This is an optimization exercise on Yosys and OpenROAD, whose aim is small area, a short achievable clock period and few clock cycles per item, not a production implementation.
Only simulation tests tie the RTL to the original design; equivalence was not proved.
Power figures rest on the tool's default switching activity, not on a simulated workload.

Setup of onyx:
## line_codec
module line_codec (
    input  wire        clk,
    input  wire        rst,           
    input  wire        cmd_valid,
    output wire        cmd_ready,
    input  wire [15:0] cmd,
    input  wire [7:0]  len,
    input  wire [63:0] line_in,
    input  wire [63:0] data_in,       
    output reg         done,
    output reg  [15:0] rsp,
    output reg  [63:0] line_q,
    output reg  [63:0] data_q,
    output reg  [14:0] crc_q,
    output reg  [7:0]  enstat_q
);
Size in the first run: ~2300 cells after synthesis, about 320 I/O pins, roughly 0.014 mm2 of cells after synthesis.
clock: 9.0 ns
lec_check: 0
abc_area: 1
cap_margin: 20
core_margin: 2
core_utilization: 40
setup_slack_margin: 5
slew_margin: 20
run.sh (not shown) runs the stock make flow with config.mk's settings and CLKGATE_MAP_FILE= SYNTH_SCRIPT=/design/flow/synth_recipe.tcl, a recipe that flattens the netlist after the stock synthesis.
Testbench counts of onyx, summed over its fixed seeds: cycles 4,808, items 4,800.
--- input diff onyx..ember ---
- ABC_CLOCK_PERIOD_IN_PS newly set to 3000
- ABC_AREA removed (was 1)
[summary]
There was hardly any difference in required arrival time at the worst endpoint between onyx and ember.
When ember is measured against onyx, its sequential cell fraction of total power turns out 1.9 points lower.
Taking onyx as the reference, in ember buffer and inverter count on the worst path -2; cell count after synthesis -about 45%; post-route cell area -0.0027 mm2; fraction of the mapped netlist area in compound gates +3.6 points; flop-to-flop setup slack -0.18 ns.
In ember relative to onyx, number of cells in the finished layout apart from fillers had gone down by more than a quarter.
Wire length (ember vs. onyx) decreases by more than 10%
A start point of the critical path of opnd[10]$_DFF_P_ is what ember shows, while opnd[11]$_DFF_P_ belongs to onyx.


Another version of the RTL of line_codec (not shown whole).
For scale: roughly 1500 cells after synthesis, ~150 flip-flops, about 320 I/O pins.
// line_codec
module line_codec (
    input  wire        clk,
    input  wire        rst,           
    input  wire        cmd_valid,
    output wire        cmd_ready,
    input  wire [15:0] cmd,
    input  wire [7:0]  len,
    input  wire [63:0] line_in,
    input  wire [63:0] data_in,       
    output reg         done,
    output reg  [15:0] rsp,
    output reg  [63:0] line_q,
    output reg  [63:0] data_q,
    output reg  [14:0] crc_q,
    output reg  [7:0]  enstat_q
);
==> flow/config.mk <==
export PLATFORM = sky130hd
export DESIGN_NAME = line_codec
export DESIGN_NICKNAME = line_codec
export VERILOG_FILES = /design/flow/design.v
export SDC_FILE = /design/flow/constraint.sdc
export NUM_CORES = 4
export LEC_CHECK = 0
export CAP_MARGIN = 20
export CORE_MARGIN = 2
export CORE_UTILIZATION = 40
export SLEW_MARGIN = 20
==> flow/constraint.sdc <==
create_clock -name core_clock -period 9.0 [get_ports {clk}]
set_input_delay 1.8000 -clock core_clock [delete_from_list [all_inputs] [get_ports {clk}]]
set_output_delay 1.8000 -clock core_clock [all_outputs]
set_load 0.01 [all_outputs]
The first run ran to the end with no violations.
Testbench counts at the start, summed over its fixed seeds: cycles 4,800, items 4,800.
==> next run, changes <==
ABC_CLOCK_PERIOD_IN_PS = 4000   (was unset)
SETUP_SLACK_MARGIN = 4.5   (was unset)
Outcome:
- cell count climbs by 4.9%
- count of clock-buffer cells in the layout goes up by 4
- non-clock buffer count increases by 100
- setup slack gains 2.0 ns
- global-route usage rises by 2.0 points
- final area came out higher by 12%


run 1:
Another version of the RTL of line_codec (not shown whole).
Size: ~230 flip-flops, about 320 I/O pins.
clock: 9.0 ns
lec_check: 0
abc_clock_period_in_ps: 3000
cap_margin: 20
core_margin: 2
core_utilization: 45
slew_margin: 20
synth_hierarchical: 1
synth_minimum_keep_size: 0
standard.sh (not shown) runs the stock make flow with config.mk's settings and CLKGATE_MAP_FILE= SYNTH_SCRIPT=/design/flow/synth_recipe.tcl, a recipe that flattens the netlist after the stock synthesis.
==> flow/flow/run.sh <==
#!/bin/bash
# Standard ORFS layout, with the port buffers made from the smallest buffer
# cell, a clock tree of clkbuf_8 (clusters of up to 16 sinks) without dummy loads, and the
# timing repair aimed at a setup slack of MARGIN ns at the 9 ns clock.
set -euo pipefail
MARGIN=$(cat flow/margin.txt)
bash standard.sh \
  BUFFER_PORTS_ARGS="-buffer_cell sky130_fd_sc_hd__buf_1" \
  CTS_ARGS="-sink_clustering_enable -repair_clock_nets -dont_use_dummy_load -buf_list {sky130_fd_sc_hd__clkbuf_8} -sink_clustering_size 16 -sink_clustering_max_diameter 50" \
  SETUP_SLACK_MARGIN=$MARGIN \
  finish > standard.log 2>&1
==> flow/flow/margin.txt <==
5.7
Testbench counts of run 1, summed over its fixed seeds: cycles 4,808, items 4,800.
### run 1 -> run 2
==> flow/flow/run.sh <==
#!/bin/bash
# Standard ORFS layout, with the port buffers made from the smallest buffer
# cell, a clock tree of clkbuf_8 (clusters of up to 12 sinks) without dummy loads, and the
# timing repair aimed at a setup slack of MARGIN ns at the 9 ns clock.
set -euo pipefail
MARGIN=$(cat flow/margin.txt)
bash standard.sh \
  BUFFER_PORTS_ARGS="-buffer_cell sky130_fd_sc_hd__buf_1" \
  CTS_ARGS="-sink_clustering_enable -repair_clock_nets -dont_use_dummy_load -buf_list {sky130_fd_sc_hd__clkbuf_8} -sink_clustering_size 12 -sink_clustering_max_diameter 40" \
  SETUP_SLACK_MARGIN=$MARGIN \
  finish > standard.log 2>&1
==> flow/flow/margin.txt <==
5.9
Results
- Re flip-flop and latch count: no difference whatsoever between run 2 and run 1.
- Run 2 leaves more setup margin than run 1.
- Run 1 has a higher clock skew than run 2.
- Post-layout minimum cycle time: run 2 better than run 1
- Going from run 1 to run 2, clock group share of total power grows by 1.4 points.
- Combinational cell fraction of total power delta for run 2 relative to run 1: 3.7 points higher
- The final critical-path share of the clock period in run 2 was lower than what run 1 gave.
- Compared to run 1, run 2 has number of vias in the routed layout 487 higher.
- Against run 1 as the reference, run 2 delivers a higher global-route usage over all layers.
- Run 2 vs. run 1: cell count after placement roughly the same, total number of nets in the final design grew by 55.
Changes in run 3 relative to run 2:
==> flow/flow/margin.txt <==
5.5
### Flow results
- Run 3 vs run 2 — internal power contribution dropped 11%.
- [compare] base=run 2 new=run 3: multi-input combinational cell count essentially unchanged, detailed route wirelength on metal3 lost 400 um.
- Comparing the two runs side by side, run 3 comes out ahead of run 2 on total vias in the final route.
- As far as clock insertion delay at the later pin of the skew report is concerned, run 3 and run 2 perform about the same.
- Total power of run 3 is lower than that of run 2.
- Diff run 3 and run 2: weighted congestion at the end of routability-driven global placement higher in run 3
- Run 3 against run 2: placed instance area shrank by 80 um^2; peak clock frequency supported by timing shows a reduction of 4.0%; transition time of the tightest slew-check pin shows no meaningful change.
The inputs of run 4 differ from those of run 3 as listed below.
==> flow/flow/margin.txt <==
6.1
==> comparison <==
The peak fanout along the critical path reported for run 4 is smaller than that of run 3 by 17.
Final hold slack, run 3 and run 4, higher one = run 3.
Looking at biggest power consumer among the groups, the sequential cells result is from run 3; the combinational logic one comes from run 4.
Per the comparison of run 4 with run 3, worst voltage drop across the vdd grid dropped 9.2%; final period utilization -1.1 points.
Input changes introduced in run 5 (baseline for comparison: run 4):
==> flow/flow/margin.txt <==
5.7
[summary]
Compared run 5 against run 4; post-route worst hold slack within noise.
Run 5 has more setup slack than run 4.
Across both runs, shortest period the worst path allows was lower for run 5 than for run 4.
From run 4 to run 5, synthesized area per cell did not move at all.
The lower switching fraction of total power came out of run 4.
Higher clock power share goes to run 5 over run 4.
Highest layer used for signal routing = met5: run 4; highest layer used for signal routing = met4: run 5
Changes observed in run 5 relative to run 4: final period utilization went down; I/O pin count did not really move.
Wire: run 5 routes less than run 4
Taking run 4 over run 5, the first-pass GRT wire length ratio works out to 1.06.
--- input diff run 5..run 6 ---
==> flow/flow/margin.txt <==
5.8
Notes after the runs:
Between run 6 and run 5, it is run 6 whose global-route usage is higher, by 0.55 points.
Antenna cell count came out higher on run 6 than on run 5.
Routed wire length: run 6 worse than run 5
Run 6: setup clock skew after layout higher than run 5
The core of run 6 is more densely filled than that of run 5.
For the number of signal-net buffers in the layout, run 6 came in 44 higher than run 5 did.
On sequential power, run 5 tracks run 6 almost exactly.
Clock network power share | run 6 below run 5
Maximum operating frequency, run 6 vs run 5: down slightly


line_codec, a different RTL version from the one above (not shown whole).
Size: about 230 flip-flops, about 320 I/O pins, ~9600 um2 of cells after synthesis.
// line_codec
module line_codec (
    input  wire        clk,
    input  wire        rst,           
    input  wire        cmd_valid,
    output wire        cmd_ready,
    input  wire [15:0] cmd,
    input  wire [7:0]  len,
    input  wire [63:0] line_in,
    input  wire [63:0] data_in,       
    output reg         done,
    output wire [15:0] rsp,
    output reg  [63:0] line_q,
    output reg  [63:0] data_q,
    output reg  [14:0] crc_q,
    output wire [7:0]  enstat_q
);
    genvar i;
    wire [3:0] op  = cmd[3:0];
    wire [1:0] fmt = cmd[5:4];
    wire       lb  = cmd[6];
    wire       rsv_ok = (cmd[15:7] == 9'd0);
    wire is_crc  = rsv_ok && (op == 4'h1);
    wire is_dec  = rsv_ok && (op == 4'h2);
    wire is_enc  = rsv_ok && (op == 4'h3);
    wire is_chk  = rsv_ok && (op == 4'h4);
    wire bad_format = (is_dec && (fmt == 2'd3)) ||
                      (is_enc && ((fmt == 2'd3) || (fmt == 2'd0)));
    wire len_gt8 = (len[7:4] != 4'd0) || (len[3] && (len[2:0] != 3'd0));
    wire len_gt6 = (len[7:3] != 5'd0) || (len[2:0] == 3'd7);
    wire bad_length = is_enc && ((fmt == 2'd1) ? (!lb && len_gt8)
                                               : ((fmt == 2'd2) && len_gt6));
    wire ok_crc  = is_crc && (fmt == 2'd0) && !lb;
    wire ok_dec  = is_dec && (fmt != 2'd3) && !lb;
    wire ok_enc  = is_enc && (fmt[1] ^ fmt[0]) && !(fmt[0] && lb) && !bad_length;
    wire ok_chk  = is_chk && (fmt == 2'd0) && !lb;
  ...
Settings: LEC_CHECK=0, ABC_CLOCK_PERIOD_IN_PS=3000, CAP_MARGIN=20, CORE_MARGIN=2, CORE_UTILIZATION=45, SLEW_MARGIN=20, SYNTH_HIERARCHICAL=1, SYNTH_MINIMUM_KEEP_SIZE=0; clock period 9.0 ns.
==> flow/flow/run.sh <==
#!/bin/bash
# Standard ORFS layout, with the port buffers made from the smallest buffer
# cell, a clock tree of clkbuf_4/clkbuf_8 without dummy loads, and the
# timing repair aimed at a setup slack of MARGIN ns at the 9 ns clock,
# then downsizing of gates off the critical paths (RECOVER_POWER).
set -euo pipefail
MARGIN=$(cat flow/margin.txt)
bash standard.sh \
  BUFFER_PORTS_ARGS="-buffer_cell sky130_fd_sc_hd__buf_1" \
  CTS_ARGS="-sink_clustering_enable -repair_clock_nets -dont_use_dummy_load -buf_list {sky130_fd_sc_hd__clkbuf_4 sky130_fd_sc_hd__clkbuf_8}" \
  SETUP_SLACK_MARGIN=$MARGIN \
  RECOVER_POWER=100 \
  finish > standard.log 2>&1
==> flow/flow/margin.txt <==
5.5
The baseline finished but failed the layout checks on max-capacitance violations, max-slew violations.
Testbench counts at the start, summed over its fixed seeds: cycles 4,808, items 4,800.
Then changed:
==> flow/flow/run.sh (replaced) <==
#!/bin/bash
# Standard ORFS layout, with the port buffers made from the smallest buffer
# cell, a clock tree of clkbuf_8 (clusters of up to 12 sinks) without dummy loads, and the
# timing repair aimed at a setup slack of MARGIN ns at the 9 ns clock.
set -euo pipefail
MARGIN=$(cat flow/margin.txt)
bash standard.sh \
  BUFFER_PORTS_ARGS="-buffer_cell sky130_fd_sc_hd__buf_1" \
  CTS_ARGS="-sink_clustering_enable -repair_clock_nets -dont_use_dummy_load -buf_list {sky130_fd_sc_hd__clkbuf_8} -sink_clustering_size 12 -sink_clustering_max_diameter 40" \
  SETUP_SLACK_MARGIN=$MARGIN \
  finish > standard.log 2>&1
==> flow/flow/margin.txt (replaced) <==
5.6
Effect:
- This time the run ran to the end with no violations
- design area goes up by 0.43%
- sequential share of layout area hardly moves
- power goes down by 2.3%
- setup slack gains 2.2 ns
- synthesized cell count stays the same
- routed wire length goes up by 0.44%
- maximum frequency goes up by 66%
Then changed:
==> flow/flow/margin.txt (replaced) <==
5.5
CORE_UTILIZATION = 35   (was 45)
Worst setup slack improves by 0.035 ns.
Routed wire length increases by 3.6%.
Die area increases by 28%.
Fmax increases by 1.0%.
Final cell count increases by 4.4%.
Total power increases by 1.6%.
Critical path depth is unchanged.
Area after synthesis is unchanged.
Then changed:
==> flow/flow/run.sh (replaced) <==
#!/bin/bash
# Standard ORFS layout, with the port buffers made from the smallest buffer
# cell, a clock tree of clkbuf_4/clkbuf_8 without dummy loads, and the
# timing repair aimed at a setup slack of MARGIN ns at the 9 ns clock.
set -euo pipefail
MARGIN=$(cat flow/margin.txt)
bash standard.sh \
  BUFFER_PORTS_ARGS="-buffer_cell sky130_fd_sc_hd__buf_1" \
  CTS_ARGS="-sink_clustering_enable -repair_clock_nets -dont_use_dummy_load -buf_list {sky130_fd_sc_hd__clkbuf_4 sky130_fd_sc_hd__clkbuf_8}" \
  SETUP_SLACK_MARGIN=$MARGIN \
  finish > standard.log 2>&1
==> flow/flow/margin.txt (replaced) <==
5.8
CORE_UTILIZATION = 45   (was 35)
The new run completed without violations; sequential share of layout area decreases by 1.7 points; cell area came out higher by 6.7%; critical path depth stays the same; utilization came out higher by 16 points; first-iteration DRC count rises by 21%; via count went up by 3.4%; total power went up by 7.8%; setup slack improved by 0.084 ns.


Starting RTL as in the previous note.
## line_codec
module line_codec (
    input  wire        clk,
    input  wire        rst,           
    input  wire        cmd_valid,
    output wire        cmd_ready,
    input  wire [15:0] cmd,
    input  wire [7:0]  len,
    input  wire [63:0] line_in,
    input  wire [63:0] data_in,       
    output reg         done,
    output wire [15:0] rsp,
    output reg  [63:0] line_q,
    output reg  [63:0] data_q,
    output reg  [14:0] crc_q,
    output wire [7:0]  enstat_q
);
    genvar i;
    wire [3:0] op  = cmd[3:0];
    wire [1:0] fmt = cmd[5:4];
    wire       lb  = cmd[6];
    wire       rsv_ok = (cmd[15:7] == 9'd0);
    wire is_crc  = rsv_ok && (op == 4'h1);
    wire is_dec  = rsv_ok && (op == 4'h2);
    wire is_enc  = rsv_ok && (op == 4'h3);
    wire is_chk  = rsv_ok && (op == 4'h4);
    wire bad_format = (is_dec && (fmt == 2'd3)) ||
                      (is_enc && ((fmt == 2'd3) || (fmt == 2'd0)));
  ...
Settings: LEC_CHECK=0, ABC_CLOCK_PERIOD_IN_PS=3000, CAP_MARGIN=20, CORE_MARGIN=2, CORE_UTILIZATION=45, SLEW_MARGIN=20, SYNTH_HIERARCHICAL=1, SYNTH_MINIMUM_KEEP_SIZE=0; clock period 9.0 ns.
==> flow/flow/run.sh <==
#!/bin/bash
# Standard ORFS layout, with the port buffers made from the smallest buffer
# cell, a clock tree of clkbuf_8 (clusters of up to 16 sinks) without dummy loads, and the
# timing repair aimed at a setup slack of MARGIN ns at the 9 ns clock.
set -euo pipefail
MARGIN=$(cat flow/margin.txt)
bash standard.sh \
  BUFFER_PORTS_ARGS="-buffer_cell sky130_fd_sc_hd__buf_1" \
  CTS_ARGS="-sink_clustering_enable -repair_clock_nets -dont_use_dummy_load -buf_list {sky130_fd_sc_hd__clkbuf_8} -sink_clustering_size 16 -sink_clustering_max_diameter 50" \
  SETUP_SLACK_MARGIN=$MARGIN \
  finish > standard.log 2>&1
==> flow/flow/margin.txt <==
5.3
The first run ran to the end with no violations.
Testbench counts at the start, summed over its fixed seeds: cycles 4,808, items 4,800.
Rerun with:
==> flow/flow/run.sh (replaced) <==
#!/bin/bash
# Standard ORFS layout, with the port buffers made from the smallest buffer
# cell, a clock tree of clkbuf_8 (clusters of up to 12 sinks) without dummy loads, and the
# timing repair aimed at a setup slack of MARGIN ns at the 9 ns clock.
set -euo pipefail
MARGIN=$(cat flow/margin.txt)
bash standard.sh \
  BUFFER_PORTS_ARGS="-buffer_cell sky130_fd_sc_hd__buf_1" \
  CTS_ARGS="-sink_clustering_enable -repair_clock_nets -dont_use_dummy_load -buf_list {sky130_fd_sc_hd__clkbuf_8} -sink_clustering_size 12 -sink_clustering_max_diameter 40" \
  SETUP_SLACK_MARGIN=$MARGIN \
  finish > standard.log 2>&1
==> flow/flow/margin.txt (replaced) <==
5.5
--- a/flow/config.mk
+++ b/flow/config.mk
@@ -9,5 +9,6 @@
 export CAP_MARGIN = 20
 export CORE_MARGIN = 2
-export CORE_UTILIZATION = 45
+export CORE_UTILIZATION = 50
+export PLACE_DENSITY = 0.68
 export SLEW_MARGIN = 20
 export SYNTH_HIERARCHICAL = 1
Effect: The changed run went through all stages and came out clean. Die area is lower by 9.7%. Clock-buffer cell count goes up by 8. Final cell count went down by 2.1%.
Rerun with:
--- a/flow/config.mk
+++ b/flow/config.mk
@@ -9,6 +9,6 @@
 export CAP_MARGIN = 20
 export CORE_MARGIN = 2
-export CORE_UTILIZATION = 50
-export PLACE_DENSITY = 0.68
+export CORE_UTILIZATION = 45
+export PLACE_DENSITY = 0.75
 export SLEW_MARGIN = 20
 export SYNTH_HIERARCHICAL = 1
Result: Final cell count went up by 2.9%. Wire length grows by 3.5%. Combinational power is about the same. Flip-flop and latch count is unchanged. Non-clock buffer count rises by 2. Critical path depth stays the same. Maximum frequency rose by 1.4%. First-iteration DRC count barely changes. Clock-buffer cell count fell by 2. Setup slack improves by 48 ps. Power rises by 0.34%.

[separate check: timing with driven ports]
No port has a modelled driver above. Below, the same layouts with a new extraction and two added sets of constraints.
Step 1 sets driving cells, clkbuf_16 on the clock port and buf_2 on the other inputs (assumed; they add their load-dependent delay and slew).
Step 2 also shifts input and output timing later by t, the mid clock arrival at the registers, as if the neighbouring blocks saw the same clock.
a / b / c = ideal ports / drivers / drivers and shift; a / b = the first two.
run	shift t [ns]	setup slack, ns	hold slack, ns	slew at the worst register clock pin (ns)
onyx	0.602	5.316 / 5.316 / 4.834	0.458 / 0.458 / 0.458	0.07 / 0.07
ember	0.575	5.132 / 5.132 / 4.766	0.450 / 0.450 / 0.450	0.06 / 0.06
the first run of note 2	0.506	1.998 / 2.022 / 1.516	0.456 / 0.456 / 0.456	0.08 / 0.08
the second run of note 2	0.495	3.992 / 4.019 / 3.524	0.453 / 0.453 / 0.453	0.07 / 0.07
run 1	0.565	5.680 / 5.680 / 5.267	0.478 / 0.478 / 0.478	0.10 / 0.10
run 2	0.590	5.738 / 5.738 / 5.412	0.462 / 0.462 / 0.462	0.08 / 0.08
run 3	0.589	5.602 / 5.602 / 5.074	0.473 / 0.473 / 0.473	0.08 / 0.08
run 4	0.592	5.702 / 5.702 / 5.598	0.468 / 0.468 / 0.468	0.08 / 0.08
run 5	0.587	5.729 / 5.729 / 5.373	0.470 / 0.470 / 0.470	0.08 / 0.08
run 6	0.607	5.682 / 5.682 / 5.330	0.474 / 0.474 / 0.474	0.09 / 0.09
the first run of note 4	0.547	3.330 / 3.330 / 3.270	0.469 / 0.469 / 0.469	0.06 / 0.06
the second run of note 4	0.566	5.579 / 5.579 / 5.061	0.469 / 0.469 / 0.469	0.08 / 0.08
the third run of note 4	0.607	5.614 / 5.614 / 5.061	0.471 / 0.471 / 0.471	0.08 / 0.08
the fourth run of note 4	0.546	5.698 / 5.698 / 5.293	0.467 / 0.467 / 0.467	0.07 / 0.07
the first run of note 5	0.555	5.452 / 5.452 / 4.951	0.475 / 0.475 / 0.475	0.10 / 0.10
the second run of note 5	0.574	5.544 / 5.544 / 4.996	0.471 / 0.471 / 0.471	0.08 / 0.08
the third run of note 5	0.584	5.592 / 5.592 / 5.113	0.475 / 0.475 / 0.475	0.08 / 0.08
For the third run of note 4, which loses most, drivers alone change the setup slack by 0.000 ns; drivers and shift together by -0.553 ns.
